Background: an optimization exercise with open tools, aiming at small area, a short achievable clock period and few clock cycles per item. Do not read the settings as production practice. No functional check of the RTL was part of any run shown here. Power and IR drop assume default switching activity.

`flow/config.mk`:
```
export PLATFORM = sky130hd
export DESIGN_NAME = motor_ui_core
export DESIGN_NICKNAME = motor_ui_core
export VERILOG_FILES = /design/flow/design.v
export SDC_FILE = /design/flow/constraint.sdc
export NUM_CORES = 4
export LEC_CHECK = 0
export ABC_AREA = 1
export CAP_MARGIN = 20
export CORE_MARGIN = 2
export CORE_UTILIZATION = 40
export CTS_BUF_LIST = sky130_fd_sc_hd__clkbuf_8
export CTS_CLUSTER_SIZE = 30
export SLEW_MARGIN = 20
```
`flow/constraint.sdc`:
```
create_clock -name core_clock -period 10.0 [get_ports {clk}]
set_input_delay 2.0000 -clock core_clock [delete_from_list [all_inputs] [get_ports {clk}]]
set_output_delay 2.0000 -clock core_clock [all_outputs]
set_load 0.01 [all_outputs]
```
`flow/design.v`:
```
module rhu_div #(
    parameter W = 18                 
) (
    input  wire [W-1:0] q,
    output wire [W-2:0] rnd
);
    assign rnd = q[W-1:1] + {{(W-2){1'b0}}, q[0]};
endmodule
module motor_ui_core (
    input  wire        clk,
    input  wire        rst,             
    input  wire        op_valid,
    input  wire [15:0] op_word,
    output wire        op_ready,
    output reg         done,
    output reg  [15:0] result,
    output reg         refused,
    output wire [3:0]  col_drive,
    output reg  [13:0] duty_hb,
    output reg  [13:0] duty_boost,
    output reg  [13:0] duty_buck,
    output reg         pwm_out_en,
    output wire [31:0] rpm,
    output reg         running,
    output reg         vth,
    output reg  [16:0] sp_volt,
    output reg  [16:0] sp_speed,
    output reg  [16:0] sp_max,
    output reg  [1:0]  cur_row,
    output reg  [2:0]  cur_col,
    output reg  [19:0] dig_buf,         
    output reg         digit_entered
);
    localparam [16:0] BATT_CV   = 17'd900;
    localparam [16:0] CEIL_CV   = 17'd2400;
    localparam [13:0] DUTY_FULL = 14'd10000;
    localparam [23:0] EP_MAX    = 24'hFFFFFF;
    reg [15:0] hb;
    reg [47:0] hr;
    reg [3:0]  col_oh;                  
    reg [5:0]  qs0, qs1;                
    reg        qin, qout;
    reg        sp_state;                
    reg [23:0] ep;                      
    reg        ep_small;                
    reg [22:0] rpm_r;
    reg        vlow_r, vhigh_r, mzero_r;    
    assign col_drive = col_oh;
    assign rpm       = {9'd0, rpm_r};
    reg       ib_v;                     
    reg       ib_scan, ib_speed, ib_ctrl, ib_edge, ib_pop, ib_reset, ib_ref;
    reg       ib_kdig, ib_kup, ib_kdn, ib_klt, ib_krt, ib_kcom, ib_kstar;
    reg [3:0] ib_lo;                    
    reg       ib_above;                 
    reg       ib_sa;                    
    reg       ready_r;                  
    reg       go_r;                     
    reg       exec;                     
    reg       rst_q;                    
    assign op_ready = ready_r;
    wire accept = op_valid && ready_r && !rst;
    wire move   = accept;
    wire [3:0] opc   = op_word[15:12];
    wire       z11_0 = (op_word[11:0] == 12'd0);
    wire [7:0] code  = op_word[7:0];
    wire       d_scan  = (opc == 4'h1) && (op_word[11:4] == 8'd0);
    wire       d_speed = (opc == 4'h2);
    wire       d_ctrl  = (opc == 4'h3) && z11_0;
    wire       d_edge  = (opc == 4'h4) && z11_0;
    wire       d_pop   = (opc == 4'h5) && z11_0;
    wire       d_key   = (opc == 4'h6) && (op_word[11:8] == 4'd0);
    wire       d_reset = (opc == 4'h7) && z11_0;
    wire       d_ref   = !(d_scan | d_speed | d_ctrl | d_edge | d_pop | d_key | d_reset);
    wire       d_kdig  = d_key && (code[7:4] == 4'h3) && (code[3:0] <= 4'd9);
    wire       d_kup   = d_key && (code == 8'h41);
    wire       d_kdn   = d_key && (code == 8'h42);
    wire       d_klt   = d_key && (code == 8'h43);
    wire       d_krt   = d_key && (code == 8'h44);
    wire       d_kcom  = d_key && (code == 8'h23);
    wire       d_kstar = d_key && (code == 8'h2A);
    wire       d_above = (op_word[11:0] >= 12'd1229);
    localparam [1:0] DU_IDLE = 2'd0, DU_RPM = 2'd1, DU_BG = 2'd2;
    reg  [1:0]  du_st;
    reg  [25:0] du_r;                   
    reg  [17:0] du_q;                   
    reg  [4:0]  du_cnt;
    reg         du_nb;                  
    reg         du_neg;                 
    reg         du_mul;                 
    reg         du_sel_ep, du_sel_m, du_sel_v, du_sel_c;   
    reg         rd_done;                
    reg         rd_start;
    wire [16:0] rd_rpm;
    rhu_div #(.W(18)) u_rnd_rpm (.q(du_q), .rnd(rd_rpm));
    localparam [64*23-1:0] RPM_TAB = {
        23'd95238, 23'd96774, 23'd98361, 23'd100000,
        23'd101695, 23'd103448, 23'd105263, 23'd107143,
        23'd109091, 23'd111111, 23'd113208, 23'd115385,
        23'd117647, 23'd120000, 23'd122449, 23'd125000,
        23'd127660, 23'd130435, 23'd133333, 23'd136364,
        23'd139535, 23'd142857, 23'd146341, 23'd150000,
        23'd153846, 23'd157895, 23'd162162, 23'd166667,
        23'd171429, 23'd176471, 23'd181818, 23'd187500,
        23'd193548, 23'd200000, 23'd206897, 23'd214286,
        23'd222222, 23'd230769, 23'd240000, 23'd250000,
        23'd260870, 23'd272727, 23'd285714, 23'd300000,
        23'd315789, 23'd333333, 23'd352941, 23'd375000,
        23'd400000, 23'd428571, 23'd461538, 23'd500000,
        23'd545455, 23'd600000, 23'd666667, 23'd750000,
        23'd857143, 23'd1000000, 23'd1200000, 23'd1500000,
        23'd2000000, 23'd3000000, 23'd6000000, 23'd0
    };
    reg        bb_ok, hb_ok;            
    reg [13:0] p_bb, p_hb;
    reg        bg_job;                  
    wire [13:0] bg_res;
    rhu_div #(.W(15)) u_rnd_duty (.q(du_q[14:0]), .rnd(bg_res));
    wire vmid_r  = !vlow_r && !vhigh_r;
    wire hb_zero = vhigh_r || mzero_r;
    localparam [23:0] RPM_NUM  = 24'd12000000;
    localparam [31:0] RPM_NUMX = {8'd0, RPM_NUM};
    wire        du_bg   = (du_st == DU_BG);
    wire        du_sub  = !du_neg;
    wire [23:0] du_den  = ({24{du_sel_ep}} & ep)
                        | ({24{du_sel_m}}  & {7'd0, sp_max})
                        | ({24{du_sel_v}}  & {7'd0, sp_volt})
                        | ({24{du_sel_c}}  & {7'd0, BATT_CV});
    wire        du_in   = du_bg ? du_q[17] : du_nb;
    wire [26:0] du_p    = du_mul ? {1'b0, du_r} : {du_r, du_in};
    wire [26:0] du_y    = du_mul ? {1'b0, du_r[23:0], 2'b00}
                                 : (du_sub ? ~{3'd0, du_den} : {3'd0, du_den});
    wire [27:0] du_sc   = {du_p, 1'b1} + {du_y, du_sub && !du_mul};
    wire [26:0] du_s    = du_sc[27:1];
    reg [16:0] cv;
    reg [2:0]  cv_i;
    reg        cv_ok;                   
    reg [3:0]  cv_d;
    always @* begin
        case (cv_i)
            3'd0:    cv_d = dig_buf[3:0];
            3'd1:    cv_d = dig_buf[7:4];
            3'd2:    cv_d = dig_buf[11:8];
            3'd3:    cv_d = dig_buf[15:12];
            default: cv_d = dig_buf[19:16];
        endcase
    end
    wire cv_last = !cv_ok && (cv_i == 3'd4);
    localparam [16*8-1:0] KEYMAP = {"D", "C", "B", "A", "#", "9", "6", "3", "0", "8", "5", "2", "*", "7", "4", "1"};
    wire [1:0] scol = {col_oh[3] | col_oh[2], col_oh[3] | col_oh[1]};
    reg  [3:0]  s_b;                    
    reg  [11:0] s_r;                    
    reg  [11:0] s_hr;                   
    reg  [3:0]  s_ev;                   
    integer     ri;
    always @* begin
        s_b = hb[3:0];
        s_r = hr[11:0];
        for (ri = 0; ri < 4; ri = ri + 1) begin
            s_ev[ri] = (ib_lo[ri] != s_b[ri]) && (s_r[3*ri +: 3] == 3'd7);
            s_hr[3*ri +: 3] = (ib_lo[ri] != s_b[ri]) ? 3'd1 :
                              ((s_r[3*ri +: 3] == 3'd7) ? 3'd7 : s_r[3*ri +: 3] + 3'd1);
        end
    end
    wire       e1_v = |s_ev;
    wire [1:0] e1   = s_ev[0] ? 2'd0 : s_ev[1] ? 2'd1 : s_ev[2] ? 2'd2 : 2'd3;
    wire [3:0] s_ev2 = s_ev & ~(4'b0001 << e1);
    wire       e2_v = |s_ev2;
    wire [1:0] e2   = s_ev2[1] ? 2'd1 : s_ev2[2] ? 2'd2 : 2'd3;
    wire       f_in  = qin ? !qs1[5] : !qs0[5];
    wire       f_oth = qin ? !qs0[5] : !qs1[5];
    wire       w1    = e1_v && f_in;
    wire       w2    = e2_v && f_in && f_oth;
    wire [5:0] d1    = {1'b1, ib_lo[e1], scol, e1};
    wire [5:0] d2    = {1'b1, ib_lo[e2], scol, e2};
    wire [5:0] pop_slot = qout ? qs1 : qs0;
    wire rising    = ib_sa && !sp_state;
    wire do_reset  = rst   || (exec && ib_reset);    
    wire do_reset_i = rst_q || (exec && ib_reset);   
    wire do_commit = exec && ib_kcom;
    wire do_digit  = exec && ib_kdig;
    wire do_toggle = exec && (ib_edge || ib_kstar);
    wire commit_v  = do_commit && (cur_row == 2'd0);
    wire commit_sm = do_commit && (cur_row != 2'd0);
    wire do_speed  = exec && ib_speed && !rising;   
    wire bg_last    = du_bg && (du_cnt == 5'd19);
    wire bg_pick    = !du_bg && (!bb_ok || !hb_ok) && !do_commit;
    wire bg_pjob    = bb_ok;            
    wire bg_skip_bb = bg_pick && !bg_pjob && vhigh_r;
    wire bg_skip_hb = bg_pick &&  bg_pjob && (mzero_r || (sp_speed >= sp_max));
    wire bg_start   = bg_pick && !bg_skip_bb && !bg_skip_hb;
    wire bg_abort   = du_bg && ((commit_v && !bg_job) || (commit_sm && bg_job));
    wire bg_fin_bb  = (bg_last && !bg_job) || bg_skip_bb;
    wire bg_fin_hb  = (bg_last &&  bg_job) || bg_skip_hb;
    wire rd_last    = (du_st == DU_RPM) && (du_cnt == 5'd0);
    always @* rd_start = do_reset_i || do_speed || (exec && rising);
    reg ib_v_n, n_sa, n_ctrl, n_kcom;
    reg running_n, vhigh_n, mzero_n;
    reg sp_state_n, ep_small_n, rd_ok_n, bb_ok_n, hb_ok_n, cv_ok_n, go_n;
    always @* begin
        ib_v_n = move || (ib_v && !exec);
        n_sa   = move ? (d_speed && d_above) : ib_sa;
        n_ctrl = move ? d_ctrl : ib_ctrl;
        n_kcom = move ? d_kcom : ib_kcom;
        if (do_reset_i)
            sp_state_n = 1'b0;
        else if (exec && rising)
            sp_state_n = 1'b1;
        else if (exec && ib_speed && !ib_above)
            sp_state_n = 1'b0;
        else
            sp_state_n = sp_state;
        if (do_reset_i || (exec && rising))
            ep_small_n = 1'b1;
        else if (do_speed)
            ep_small_n = ep_small && (ep[5:0] != 6'd63);
        else
            ep_small_n = ep_small;
        rd_ok_n = ep_small_n || (!rd_start && !bg_start && !do_reset_i && (rd_done || rd_last));
        bb_ok_n = do_reset_i || (!commit_v  && (bb_ok || bg_fin_bb));
        hb_ok_n = do_reset_i || (!commit_sm && (hb_ok || bg_fin_hb));
        cv_ok_n = do_reset_i || do_commit || (!do_digit && (cv_ok || cv_last));
        if (do_reset)
            running_n = 1'b0;
        else if (do_toggle)
            running_n = !running && !vth;
        else
            running_n = running;
        vhigh_n = do_reset_i ? 1'b0 : (commit_v ? (cv >  CEIL_CV) : vhigh_r);
        mzero_n = do_reset_i ? 1'b1 : ((commit_sm && cur_row == 2'd2) ? (cv == 17'd0) : mzero_r);
        go_n    = !((n_sa && !sp_state_n && !rd_ok_n)
                  || (n_ctrl && running_n && ((!bb_ok_n && !vhigh_n)
                                             || (!hb_ok_n && !vhigh_n && !mzero_n)))
                  || (n_kcom && !cv_ok_n));
    end
    always @(posedge clk) begin
        rst_q <= rst;
        if (rst) begin
            ib_v    <= 1'b0;
            ready_r <= 1'b1;
            go_r    <= 1'b1;
            exec    <= 1'b0;
        end else begin
            ib_v    <= ib_v_n;
            ready_r <= !ib_v_n || go_n;
            go_r    <= go_n;
            exec    <= ib_v_n && go_n;
        end
        if (move) begin
            ib_scan  <= d_scan;
            ib_speed <= d_speed;
            ib_ctrl  <= d_ctrl;
            ib_edge  <= d_edge;
            ib_pop   <= d_pop;
            ib_reset <= d_reset;
            ib_ref   <= d_ref;
            ib_kdig  <= d_kdig;
            ib_kup   <= d_kup;
            ib_kdn   <= d_kdn;
            ib_klt   <= d_klt;
            ib_krt   <= d_krt;
            ib_kcom  <= d_kcom;
            ib_kstar <= d_kstar;
            ib_lo    <= op_word[3:0];
            ib_above <= d_above;
            ib_sa    <= d_speed && d_above;
        end
        done <= !rst && exec;
        if (exec)
            refused <= ib_ref;
        if (exec && ib_pop)
            result <= pop_slot[5] ? {6'd0, 1'b1, pop_slot[4], KEYMAP[8*pop_slot[3:0] +: 8]} : 16'd0;
        if (exec) begin
            if (ib_scan) begin
                hb <= {ib_lo, hb[15:4]};
                hr <= {s_hr, hr[47:12]};
                if (w1) begin
                    if (qin) qs1 <= d1;
                    else     qs0 <= d1;
                end
                if (w2) begin
                    if (qin) qs0 <= d2;
                    else     qs1 <= d2;
                end
                qin    <= qin ^ (w1 && !w2);
                col_oh <= {col_oh[2:0], col_oh[3]};
            end
            if (ib_speed) begin
                if (rising) begin
                    rpm_r    <= ep_small ? RPM_TAB[23*ep[5:0] +: 23] : {6'd0, rd_rpm};
                    ep       <= 24'd1;
                    ep_small <= 1'b1;
                    sp_state <= 1'b1;
                end else begin
                    if (!ib_above)
                        sp_state <= 1'b0;
                    if (!(sp_state && ib_above) && (ep > 24'd1000))
                        rpm_r <= 23'd0;
                    if (ep != EP_MAX)
                        ep <= ep + 24'd1;
                    ep_small <= ep_small_n;
                end
            end
            if (ib_ctrl) begin
                vth <= vhigh_r;
                if (running) begin
                    duty_buck    <= vlow_r ? p_bb : (vmid_r ? DUTY_FULL : 14'd0);
                    duty_boost   <= vmid_r ? p_bb : 14'd0;
                    duty_hb      <= hb_zero ? 14'd0 : p_hb;
                    pwm_out_en   <= 1'b1;
                end else begin
                    duty_buck    <= 14'd0;
                    duty_boost   <= 14'd0;
                    duty_hb      <= 14'd0;
                    pwm_out_en   <= 1'b0;
                end
                if (digit_entered) begin
                    if (cur_col != 3'd4)
                        cur_col <= cur_col + 3'd1;
                    digit_entered <= 1'b0;
                end
            end
            if (ib_pop) begin
                if (pop_slot[5]) begin
                    if (qout) qs1 <= 6'd0;
                    else      qs0 <= 6'd0;
                    qout <= !qout;
                end
            end
            if (ib_kdig) begin
                case (cur_col)
                    3'd0: dig_buf[3:0]   <= ib_lo;
                    3'd1: dig_buf[7:4]   <= ib_lo;
                    3'd2: dig_buf[11:8]  <= ib_lo;
                    3'd3: dig_buf[15:12] <= ib_lo;
                    default: dig_buf[19:16] <= ib_lo;
                endcase
                digit_entered <= 1'b1;
            end
            if (ib_kup && cur_row != 2'd0)
                cur_row <= cur_row - 2'd1;
            if (ib_kdn && cur_row != 2'd2)
                cur_row <= cur_row + 2'd1;
            if (ib_klt && cur_col != 3'd0)
                cur_col <= cur_col - 3'd1;
            if (ib_krt && cur_col != 3'd4)
                cur_col <= cur_col + 3'd1;
            if (ib_kcom) begin
                case (cur_row)
                    2'd0: begin
                        sp_volt <= cv;
                        vlow_r  <= (cv <= BATT_CV);
                        vhigh_r <= (cv >  CEIL_CV);
                    end
                    2'd1: sp_speed <= cv;
                    default: begin
                        sp_max  <= cv;
                        mzero_r <= (cv == 17'd0);
                    end
                endcase
                dig_buf       <= 20'd0;
                cur_row       <= (cur_row == 2'd2) ? 2'd0 : cur_row + 2'd1;
                cur_col       <= 3'd0;
                digit_entered <= 1'b0;
            end
            if (ib_edge || ib_kstar) begin
                if (running)
                    running <= 1'b0;
                else if (!vth)
                    running <= 1'b1;
            end
        end
        if (do_reset_i) begin
            hb            <= 16'd0;
            hr            <= {16{3'd7}};
            qs0           <= 6'd0;
            qs1           <= 6'd0;
            qin           <= 1'b0;
            qout          <= 1'b0;
            sp_state      <= 1'b0;
            ep            <= 24'd1;
            ep_small      <= 1'b1;
            vlow_r        <= 1'b1;
            vhigh_r       <= 1'b0;
            mzero_r       <= 1'b1;
        end
        if (do_reset) begin
            col_oh        <= 4'b0001;
            rpm_r         <= 23'd0;
            cur_row       <= 2'd0;
            cur_col       <= 3'd0;
            dig_buf       <= 20'd0;
            digit_entered <= 1'b0;
            sp_volt       <= 17'd0;
            sp_speed      <= 17'd0;
            sp_max        <= 17'd0;
            running       <= 1'b0;
            vth           <= 1'b0;
            duty_hb       <= 14'd0;
            duty_boost    <= 14'd0;
            duty_buck     <= 14'd0;
            pwm_out_en    <= 1'b0;
            result        <= 16'd0;
            refused       <= 1'b0;
        end
        if (do_reset_i || do_commit) begin
            cv    <= 17'd0;
            cv_ok <= 1'b1;
        end else if (do_digit) begin
            cv    <= 17'd0;
            cv_i  <= 3'd0;
            cv_ok <= 1'b0;
        end else if (!cv_ok) begin
            cv    <= cv * 17'd10 + {13'd0, cv_d};
            cv_i  <= cv_i + 3'd1;
            if (cv_last)
                cv_ok <= 1'b1;
        end
        if (do_reset_i) begin
            bb_ok   <= 1'b1;
            hb_ok   <= 1'b1;
            p_bb    <= 14'd0;
            p_hb    <= DUTY_FULL;
            du_st   <= DU_IDLE;
            du_mul  <= 1'b0;
            rd_done <= 1'b0;
        end else begin
            if (bg_start || (bg_pick && !bg_start))
                bg_job <= bg_pjob;
            if (bg_skip_bb)
                bb_ok <= 1'b1;
            if (bg_skip_hb) begin
                hb_ok <= 1'b1;
                p_hb  <= DUTY_FULL;
            end
            if (du_bg) begin
                du_cnt <= du_cnt + 5'd1;
                if (du_cnt == 5'd3)
                    du_mul <= 1'b0;
                if (!du_mul && !bg_last)
                    du_neg <= du_s[26];
                if (du_cnt == 5'd3) begin
                    du_r <= {10'd0, du_s[25:10]};
                    du_q <= {du_s[9:0], 8'd0};
                end else if (du_mul) begin
                    du_r <= du_s[25:0];
                end else if (!bg_last) begin
                    du_r <= du_s[25:0];
                    du_q <= {du_q[16:0], !du_s[26]};
                end
                if (bg_last) begin
                    du_st <= DU_IDLE;
                    if (bg_job) begin p_hb <= bg_res; hb_ok <= 1'b1; end
                    else        begin p_bb <= bg_res; bb_ok <= 1'b1; end
                end
                if (bg_abort)
                    du_st <= DU_IDLE;
            end else if (bg_start) begin
                du_st   <= DU_BG;
                du_cnt  <= 5'd0;
                du_mul  <= 1'b1;
                du_neg  <= 1'b0;
                du_sel_ep <= 1'b0;
                du_sel_m  <= bg_pjob;
                du_sel_v  <= !bg_pjob && !vlow_r;
                du_sel_c  <= !bg_pjob &&  vlow_r;
                du_r    <= {9'd0, (bg_pjob ? sp_speed : (vlow_r ? sp_volt : sp_volt - BATT_CV))};
                rd_done <= 1'b0;
            end else if (rd_start || (du_st == DU_IDLE && !ep_small && !rd_done)) begin
                du_st   <= DU_RPM;
                du_mul  <= 1'b0;
                du_neg  <= 1'b0;
                du_sel_ep <= 1'b1;
                du_sel_m  <= 1'b0;
                du_sel_v  <= 1'b0;
                du_sel_c  <= 1'b0;
                du_r    <= {2'd0, RPM_NUM >> 18};
                du_cnt  <= 5'd17;
                du_nb   <= RPM_NUM[17];
                rd_done <= 1'b0;
            end else if (du_st == DU_RPM) begin
                du_r    <= du_s[25:0];
                du_neg  <= du_s[26];
                du_q    <= {du_q[16:0], !du_s[26]};
                du_cnt  <= du_cnt - 5'd1;
                du_nb   <= RPM_NUMX[du_cnt - 5'd1];
                if (rd_last) begin
                    du_st   <= DU_IDLE;
                    rd_done <= 1'b1;
                end
            end
            if (rd_start)
                rd_done <= 1'b0;
            if (commit_v)
                bb_ok <= 1'b0;
            if (commit_sm)
                hb_ok <= 1'b0;
        end
    end
endmodule
```
`flow/flow/run.sh`:
```
#!/bin/bash
set -euo pipefail
args=()
while IFS= read -r line; do
  [[ -z "$line" || "$line" == \#* ]] && continue
  args+=("$line")
done < flow/make_args.txt
bash standard.sh "${args[@]}" finish > layout_make.log 2>&1
```
`flow/flow/make_args.txt`:
```
SETUP_SLACK_MARGIN=6.2
BUFFER_PORTS_ARGS=-buffer_cell sky130_fd_sc_hd__buf_2
```
`flow/standard.sh`:
```
#!/bin/bash
# synth_recipe.tcl (not shown) runs the flow's synth.tcl, then flattens the netlist and writes it again
# the make line also repeats each setting of config.mk as NAME=value (left out here)
make -C /OpenROAD-flow-scripts/flow DESIGN_CONFIG=/design/flow/config.mk WORK_HOME=/design/flow/orfs CLKGATE_MAP_FILE= SYNTH_SCRIPT=/design/flow/synth_recipe.tcl "${@:-finish}"
```
==> summary.txt, run 1 <==
Floorplan
  • Die width: ~250 microns
  • Starting Density: approximately two fifths
  • Core Region: just under 60000 sq um
  • Die Y: 249 microns
  • Io pins: 196
  • Die area: about 62000 sq um
  • Core Rows: 89

Clocking
  • Max Root-Sink Buffers: 3
  • Clock transition at path regs: 60 ps
  • TritonCTS clock tree: built
  • Worst skew pair latency: 660 ps
  • CTS root buffer: clkbuf_8
  • Number of CTS-inserted buffers: 72
  • H-tree levels: 3
  • CTS sink count: roughly 400

Layout
  • Nets@finish: ~3700
  • Cell area after layout: ~27000 sq um
  • Fin cells: between 4000 and 5000
  • Share of cells above drive strength 1: 11.1%
  • Syn-to-layout area delta: 12.2%

Synthesis
  • Synth Register Bits: around 400
  • Post-synth ARST share: 0%
  • Ys flop type: dfxtp_1
  • EDFF count, synth: 76
  • Mapped cell area: 24000 sq um
  • Seq/Total Area, Yosys: a little under two fifths
  • Avg Cell Area, Syn: between 7 and 8 sq um
  • Synth Warn #: 1
  • Synthesized instance count: 3404
  • Distinct cells, synth: 65

Run
  • Max-cap violations: 0

Setup path
  • CP max stage delay: ~990 ps
  • Reg2reg path depth: 7
  • Crit path capture type: register
  • Worst EP required: around 10000 ps
  • Largest fanout on the critical path: 24
  • Slowest CP cell: dfxtp_1
  • Reg-to-reg endpoint: du_q[14]$_DFFE_PP_
  • Critical-path cell list: clkinvlp_4, a31oi_4, nor2_2, nor2_4, inv_2, a211oi_2, buf_4
  • Crit path DAT: between 3000 and 4000 ps
  • Setup crit start kind: register
  • Setup slack, reg-to-reg: ~6400 ps
  • Setup CP Type: reg2reg
  • RR Startpoint: ep_small$_SDFFE_PN1P_

Hold path
  • Hold Path Sink: hb[11]$_SDFFE_PN0P_
  • HP Start: hb[11]$_SDFFE_PN0P_
  • Hold/Removal Path Class: reg2reg
  • Hold Crit Depth: 2

Global route
  • Largest net degree at the start of global routing: 78
  • Initial antenna violation count: 1
  • Global-route wire length before repair: 127 mm
  • Vias in the first global route: roughly 22000
  • GR Overflow Total: 0
  • GRT Util Overall: 25.5%

Route
  • DR WL/cell: about 18 microns
  • Via count: between 20000 and 25000
  • Final antenna-violating net count: 0
  • # DRC: 0
  • Routed wire length: around 81 mm
  • Initial drt markers: roughly 1800
  • Via/cell ratio: ~5.4
  • TritonRoute pass-1 iters: 8

Power and ir drop
  • Worst-case vdd ir drop: between 0.07 and 0.08 mV
  • P per Cell Area: roughly 140 nW/um^2
  • Leakage: 11.9 nW

Place
  • IO Port Bufs: between 150 and 200
  • Placement Cell Area: roughly 25000 sq um
  • Dpl cells: 4238
  • Post-DP HPWL: about 60 mm
  • Gpl congestion: approximately 0.97

Timing
  • Final count of hold timing violations: 0
  • Fmax: 0.280 GHz
  • Endpoints failing setup: 0
  • Layout Skew: ~34 ps
  • Sum of negative setup slack: 0 ps
  • Crit path time final: between 3000 and 4000 ps
  • Fin crit share: a little over a third
  • RSZ-0062 raised after global routing: false
  • Worst Tran Pin Value: approximately 1100 ps
  • Count of final max-slew check failures: 0
  • Slew margin rel.: between 20 and 30%

Run status
  • Status: no timing/DRC/antenna violations
## per-stage QoR
stage	util (%)	power (mW)	hold WS, ps	setup WS (ps)
2_1_floorplan	-	2.06	437	6560
3_3_place_gp	42.9	2.19	446	6020
3_5_place_dp	42.9	2.18	452	6000
4_1_cts	45.3	3.72	463	6200
5_1_grt	45.5	3.85	477	6210
6_report	45.5	3.69	460	6430
## per-layer routing
metal | global-route usage (%) | routed length (microns)
met1 | 32.8 | 35500
met2 | 41.6 | 36800
met3 | 5.21 | 5700
met4 | 10.5 | 2750
met5 | 0 | 0
## cell type report
class | count | area, sq um
timing repair inverter | 1 | 7.51
antenna | 1 | 2.50
tap | 773 | 967
inverter | 373 | 1420
clock inverter | 46 | 240
multi-input combinational | 2490 | 13100
fill | 6228 | 32200
timing repair buffer | 212 | 1150
sequential | 402 | 8810
clock buffer | 85 | 1170
## logic make-up (layout without fill, tap and decap cells)
| logic type | Yosys count | after routing | synth area share [%] |
|---|---|---|---|
| muxes | 1 | 1 | 0.0418 |
| AOI/OAI and AO/OA | 800 | 800 | 18.9 |
| and+or+nand+nor | 1467 | 1467 | 26.0 |
| buffers and inverters | 527 | 717 | 8.79 |
| other | 1 | 17 | 0.0156 |
| DFF | 402 | 402 | 36.7 |
| adders and majority gates | 120 | 120 | 6.36 |
| xor gates and xnor gates | 86 | 86 | 3.14 |
## placed cells by master, fill, tap and decap left out, types with 15 or more instances in the layout
cell type	synthesis	routed
inv_1	352	379
xor2_1	62	62
o211ai_1	36	36
buf_4	22	32
o221ai_1	19	19
a21oi_1	330	329
clkbuf_8	0	85
ha_1	117	117
buf_2	24	179
conb_1	1	16
inv_2	16	15
o21bai_1	16	16
xnor2_1	24	24
nand3_1	204	204
dfxtp_1	326	326
nand4_1	37	37
edfxtp_1	76	76
nor2_1	367	365
o21ai_0	284	284
a22oi_1	37	37
nor3_1	57	57
nand2_1	724	723
## synthesized netlist by cell type (all sizes together) (2+ instances only)
cell | number | area [sq um]
nand2 | 742 | 2850
ha | 117 | 1460
nor4 | 11 | 68.8
nor2 | 382 | 1500
a32o | 3 | 30.0
a21o | 7 | 52.6
o31ai | 4 | 30.0
o21a | 6 | 45.0
dfxtp | 326 | 6530
a31oi | 13 | 96.3
and2 | 2 | 12.5
fa | 3 | 60.1
xor2 | 62 | 543
o21ai | 289 | 1450
clkinv | 5 | 18.8
edfxtp | 76 | 2280
a221oi | 3 | 26.3
nand4 | 37 | 231
xnor2 | 24 | 210
or2 | 8 | 50.1
inv | 368 | 1380
a21oi | 332 | 1680
a22oi | 37 | 278
o21bai | 16 | 120
a41oi | 2 | 17.5
nand3 | 212 | 1120
o22ai | 12 | 75.1
nand3b | 6 | 45.0
a211oi | 10 | 85.1
o211ai | 37 | 283
o2111ai | 2 | 17.5
nor3 | 63 | 345
and3 | 3 | 18.8
a311oi | 2 | 17.5
o221ai | 19 | 166
buf | 56 | 338
clkbuf | 98 | 369
## power breakdown
part	total (mW)	switching, mW	internal (mW)
combinational	0.469	0.323	0.146
clock	1.52	0.718	0.803
sequential	1.70	0.0168	1.68
total	3.69	1.06	2.63
## sequential cells by signal, summed over array words and instances (netlist names), 3 cells and up
name / count
hr: 48
du_r: 26
ep: 24
rpm_r: 23
dig_buf: 20
du_q: 18
cv: 17
sp_max: 17
sp_speed: 17
sp_volt: 17
hb: 16
duty_boost: 14
duty_buck: 14
duty_hb: 14
p_bb: 14
p_hb: 14
result: 9
qs0: 6
qs1: 6
du_cnt: 5
col_oh: 4
ib_lo: 4
cur_col: 3
cv_i: 3
## critical path, delay by kind of cell, from the launching register on
| family | cells | cell delay (ps) |
|---|---|---|
| AOI/OAI and AO/OA | 2 | 630 |
| buffers and inverters | 3 | 1170 |
| DFF | 1 | 990 |
| and+or+nand+nor | 2 | 450 |
## worst max-delay path by stage
stage	start	endpoint	slack, ps
floorplan	sp_max[8]$_SDFFE_PP0P_	du_r[0]$_DFFE_PP_	6560
global placement	rst	rpm_r[19]$_SDFFE_PP0P_	6020
detailed placement	rst	rpm_r[20]$_SDFFE_PP0P_	6000
CTS	du_neg$_DFFE_PP_	du_r[4]$_DFFE_PP_	6200
global route	du_st[0]$_SDFFE_PN0P_	du_r[13]$_DFFE_PP_	6210
finish	ep_small$_SDFFE_PN1P_	du_q[14]$_DFFE_PP_	6430
## timing repair
action                     CTS  global route
cloned                       0             1
gates resized for setup      0             9
hold buffers                 0             0
buffers inserted             1            11
setup endpoints to repair    1            51
==> run 2, diff against run 1 <==
==> flow/flow/make_args.txt (replaced) <==
SETUP_SLACK_MARGIN=6.7
BUFFER_PORTS_ARGS=-buffer_cell sky130_fd_sc_hd__buf_2
--- a/flow/config.mk
+++ b/flow/config.mk
@@ -9,6 +9,7 @@
 export CAP_MARGIN = 20
 export CORE_MARGIN = 2
 export CORE_UTILIZATION = 40
-export CTS_BUF_LIST = sky130_fd_sc_hd__clkbuf_8
-export CTS_CLUSTER_SIZE = 30
+export CTS_BUF_LIST = sky130_fd_sc_hd__clkbuf_16
+export CTS_CLUSTER_DIAMETER = 60
+export CTS_CLUSTER_SIZE = 20
 export SLEW_MARGIN = 20
==> run 2 against run 1 <==
Still clean on timing, DRC and antenna. Area after synthesis is the same. Via count grew 0.31%. Global-route usage shrank 0.38 points. Fmax grew 8.8%. Synthesized cell count is the same. First-iteration DRC count grew 21%. Clock-buffer cell count shrank 47. Clock skew grew 10 ps. Sequential power is essentially flat. Clock power is essentially flat. Largest cell class unchanged.
==> summary.txt, run 2 <==
Synthesis
  • Synth Warn #: 1 (unchanged)
  • Ys flop type: dfxtp_1
  • Synth cell count leaders: nand2_1 (724), nor2_1 (367), inv_1 (352)
  • Most frequent cell after synthesis: nand2_1
  • Yosys top cell by area: dfxtp_1
  • Mapped cell area: 24000 sq um (unchanged)
  • Avg Cell Area, Syn: 7.04 sq um (unchanged)
  • Distinct cells, synth: 65 (unchanged)
  • Yosys top cell area share: 27.2% (unchanged)
  • Synth Register Bits: 402 (unchanged)
  • Post-synth ARST share: 0% (unchanged)
  • Synthesized instance count: 3404 (unchanged)
  • EDFF count, synth: 76 (unchanged)
  • Synth top area cells: dfxtp_1 (27%), nand2_1 (11%), edfxtp_1 (9.5%), a21oi_1 (6.9%), ha_1 (6.1%)
  • Seq/Total Area, Yosys: 36.7% (unchanged)

Layout
  • Share of cells above drive strength 1: 13.4% (+2.3 points)
  • Largest Register: hr
  • Nets@finish: 3687 (-0.11%)
  • # diodes: 0 (-1)
  • Biggest regs: hr x48, du_r x26, ep x24
  • Fill cells: 6101 (-2.0%)
  • Combined area of the multi-input logic cells: 13500 sq um (+2.7%)
  • Utilization after layout: 46.5% (+1.0 points)
  • Largest register FFs: 48 (unchanged)
  • Most common cell after layout, fill and taps aside: nand2_1
  • Syn-to-layout area delta: 14.7%
  • Reg area: 8830 sq um (+0.23%)
  • Most frequent cells in the layout: nand2_1 (714), nor2_1 (357), inv_1 (346)

Timing
  • Crit path time final: 3290 ps (-288 ps)
  • RSZ-0062 raised after global routing: true
  • Endpoints failing setup: 0 (unchanged)
  • Slew margin rel.: 32.4% (+2.7 points)
  • Worst Tran Pin Value: 1010 ps (-41.0 ps)
  • Fin crit share: 32.9% (-2.9 points)
  • Final count of hold timing violations: 0 (unchanged)
  • Hold_ws: 460 ps (+0.117 ps)
  • Sum of negative setup slack: 0 ps (unchanged)
  • Fmax: 0.304 GHz (+8.8%)
  • Layout Skew: 44.5 ps (+10.1 ps)
  • Count of final max-slew check failures: 0 (unchanged)
  • Fin worst setup slack: 6710 ps (+288 ps)

Global route
  • GRT Util Overall: 25.1% (-0.38 points)
  • Initial antenna violation count: 3 (+2)
  • GR Overflow Total: 0 (unchanged)
  • Vias in the first global route: 21800 (-2.6%)
  • Largest net degree at the start of global routing: 73 (-6.4%)
  • Global-route wire length before repair: 125 mm (-1.4%)

Setup path
  • Crit path DAT: 1290 ps (-2620 ps)
  • Top delay family on crit path: flip-flops
  • Worst EP required: 8000 ps (-2340 ps)
  • CP max stage delay: 490 ps (-500 ps)
  • Setup CP Type: reg2out
  • Setup crit start kind: register
  • Critical-path cell list: buf_2
  • CP Buf/Inv Count: 1 (-2)
  • Largest fanout on the critical path: 4 (-83%)
  • Crit path capture type: output port
  • Slowest CP cell: dfxtp_1

Route
  • Via count: 23600 (+0.31%)
  • Initial drt markers: 2222 (+21%)
  • TritonRoute pass-1 iters: 6 (-2)
  • DR WL/cell: 18.6 microns (+0.96%)
  • # DRC: 0 (unchanged)
  • Via/cell ratio: 5.43 (+1.1%)
  • Final antenna-violating net count: 0 (unchanged)
  • Routed wire length: 80.9 mm (+0.20%)

Clocking
  • Number of CTS-inserted buffers: 38 (-47%)
  • TritonCTS clock tree: built
  • Max Root-Sink Buffers: 3 (unchanged)
  • H-tree levels: 2 (-1)
  • CTS sink count: 402 (unchanged)
  • CTS Hold Bufs: 0 (unchanged)
  • Clock transition at path regs: 90 ps (+30 ps)
  • CTS root buffer: clkbuf_16
  • Worst skew pair latency: 620 ps (-40 ps)

Run status
  • Status: no timing/DRC/antenna violations

Floorplan
  • Die area: 61900 sq um (unchanged)
  • Io pins: 196 (unchanged)
  • Core Rows: 89 (unchanged)
  • Die Y: 249 microns (unchanged)
  • Core Region: 59100 sq um (unchanged)
  • Die width: 249 microns (unchanged)
  • Starting Density: 40.5% (unchanged)

Place
  • Pre-CTS WS: 5950 ps (-53.1 ps)
  • IO Port Bufs: 179 (unchanged)
  • Post-DP HPWL: 59.3 mm (-1.4%)
  • Gpl congestion: 1.05 (+8.1%)

Run
  • Max-cap violations: 0 (unchanged)

Power and ir drop
  • Worst-case vdd ir drop: 0.135 mV (+81%)
  • P per Cell Area: 135 nW/um^2 (-1.3%)
  • Leakage: 11.9 nW (about the same)

Hold path
  • Hold/Removal Path Class: reg2reg
==> run 2: layout make-up <==
| cell class | instances | area share (%) |
|---|---|---|
| sequential | 402 | 32.1 |
| inverter | 373 | 5.22 |
| timing repair buffer | 241 | 5.44 |
| timing repair inverter | 2 | 0.0455 |
| tap | 773 | 3.52 |
| clock buffer | 38 | 3.46 |
| multi-input combinational | 2490 | 49.1 |
| clock inverter | 31 | 1.16 |
==> run 2: cells by family (layout without fill, tap and decap cells) <==
kind of cell | after synthesis | count (layout) | synth area share, %
AOI/OAI and AO/OA | 800 | 800 | 18.9
xor gates and xnor gates | 86 | 86 | 3.14
adders and majority gates | 120 | 120 | 6.36
buffers and inverters | 527 | 685 | 8.79
DFF | 402 | 402 | 36.7
muxes | 1 | 1 | 0.0418
other | 1 | 16 | 0.0156
and+or+nand+nor | 1467 | 1467 | 26.0
==> run 2: tightest hold or removal path, stage by stage (launching register included) <==
cell	delay, ps
dfxtp_1	310
nand2_1	60
a21oi_1	50
==> run 2: repair_timing <==
action,4_1_cts,5_1_grt
gates resized for setup,32,98
cloned,2,4
setup buffers,13,23
hold endpoints to repair,0,0
pin swaps,3,11
endpoints found under the setup margin,153,115
==> run 2: metal layers <==
| metal | GRT usage, % | vias to the layer above | part of all wire [%] |
|---|---|---|---|
| met1 | 33.3 | 10900 | 43 |
| met5 | 0 | - | 0.021 |
| met3 | 4.73 | 171 | 7.6 |
| met4 | 8.69 | 4 | 3.3 |
| met2 | 40.9 | 846 | 46 |
| li1 | - | 11600 | - |
==> run 2: report_power, final <==
group | internal [mW] | switching [mW]
Clock | 0.745 | 0.760
Sequential | 1.68 | 0.0174
Combinational | 0.175 | 0.345
==> run 2: worst paths after layout <==
check / startpoint / end / slack, ps / depth (start not counted)
max: sp_speed[6]$_SDFFE_PP0P_ / sp_speed[6] / 6710 / 1
min: rpm_r[3]$_SDFFE_PP0P_ / rpm_r[3]$_SDFFE_PP0P_ / 460 / 2
max reg2reg: du_neg$_DFFE_PP_ / du_r[12]$_DFFE_PP_ / 6820 / 15
min reg2reg: rpm_r[3]$_SDFFE_PP0P_ / rpm_r[3]$_SDFFE_PP0P_ / 460 / 2
==> run 2: metrics by stage <==
step                      total power, mW  area, sq um  std cells
final                                3.72        27500       4350
after detailed placement             2.18        25400       4238
after CTS                            3.69        26800       4322
after floorplan                      2.06        24000       3419
after global placement               2.18        25400       4238
after global routing                 3.86        27500       4350

[re-timing with driven ports]
No port has a modelled driver above. Below, the same layouts with a new extraction and two added sets of constraints.
Step 1 (the two cells are an assumption about what drives the block):
set clk [get_ports {clk}]
set_driving_cell -lib_cell sky130_fd_sc_hd__clkbuf_16 $clk
set_driving_cell -lib_cell sky130_fd_sc_hd__buf_2 [delete_from_list [all_inputs] $clk]
Step 2 moves the port delays by t, midway between the first and last clock arrival at a register: inputs arrive t later, outputs are due t later. That takes back most of the time a late clock gives input paths.
Slacks: no drivers / after step 1 / after step 2; pairs: no drivers / after step 1.
run | t (ns) | slack for setup (ns) | worst setup path after step 2 | worst data-port slew with drivers (ns)
run 1 | 0.703 | 6.426 / 6.426 / 6.009 | input to register | 0.05
run 2 | 0.652 | 6.714 / 6.654 / 6.221 | input to register | 0.03
After both steps setup and hold are still met in every run listed. For run 2, which loses most, drivers alone change the setup slack by -0.060 ns; drivers and shift together by -0.493 ns.
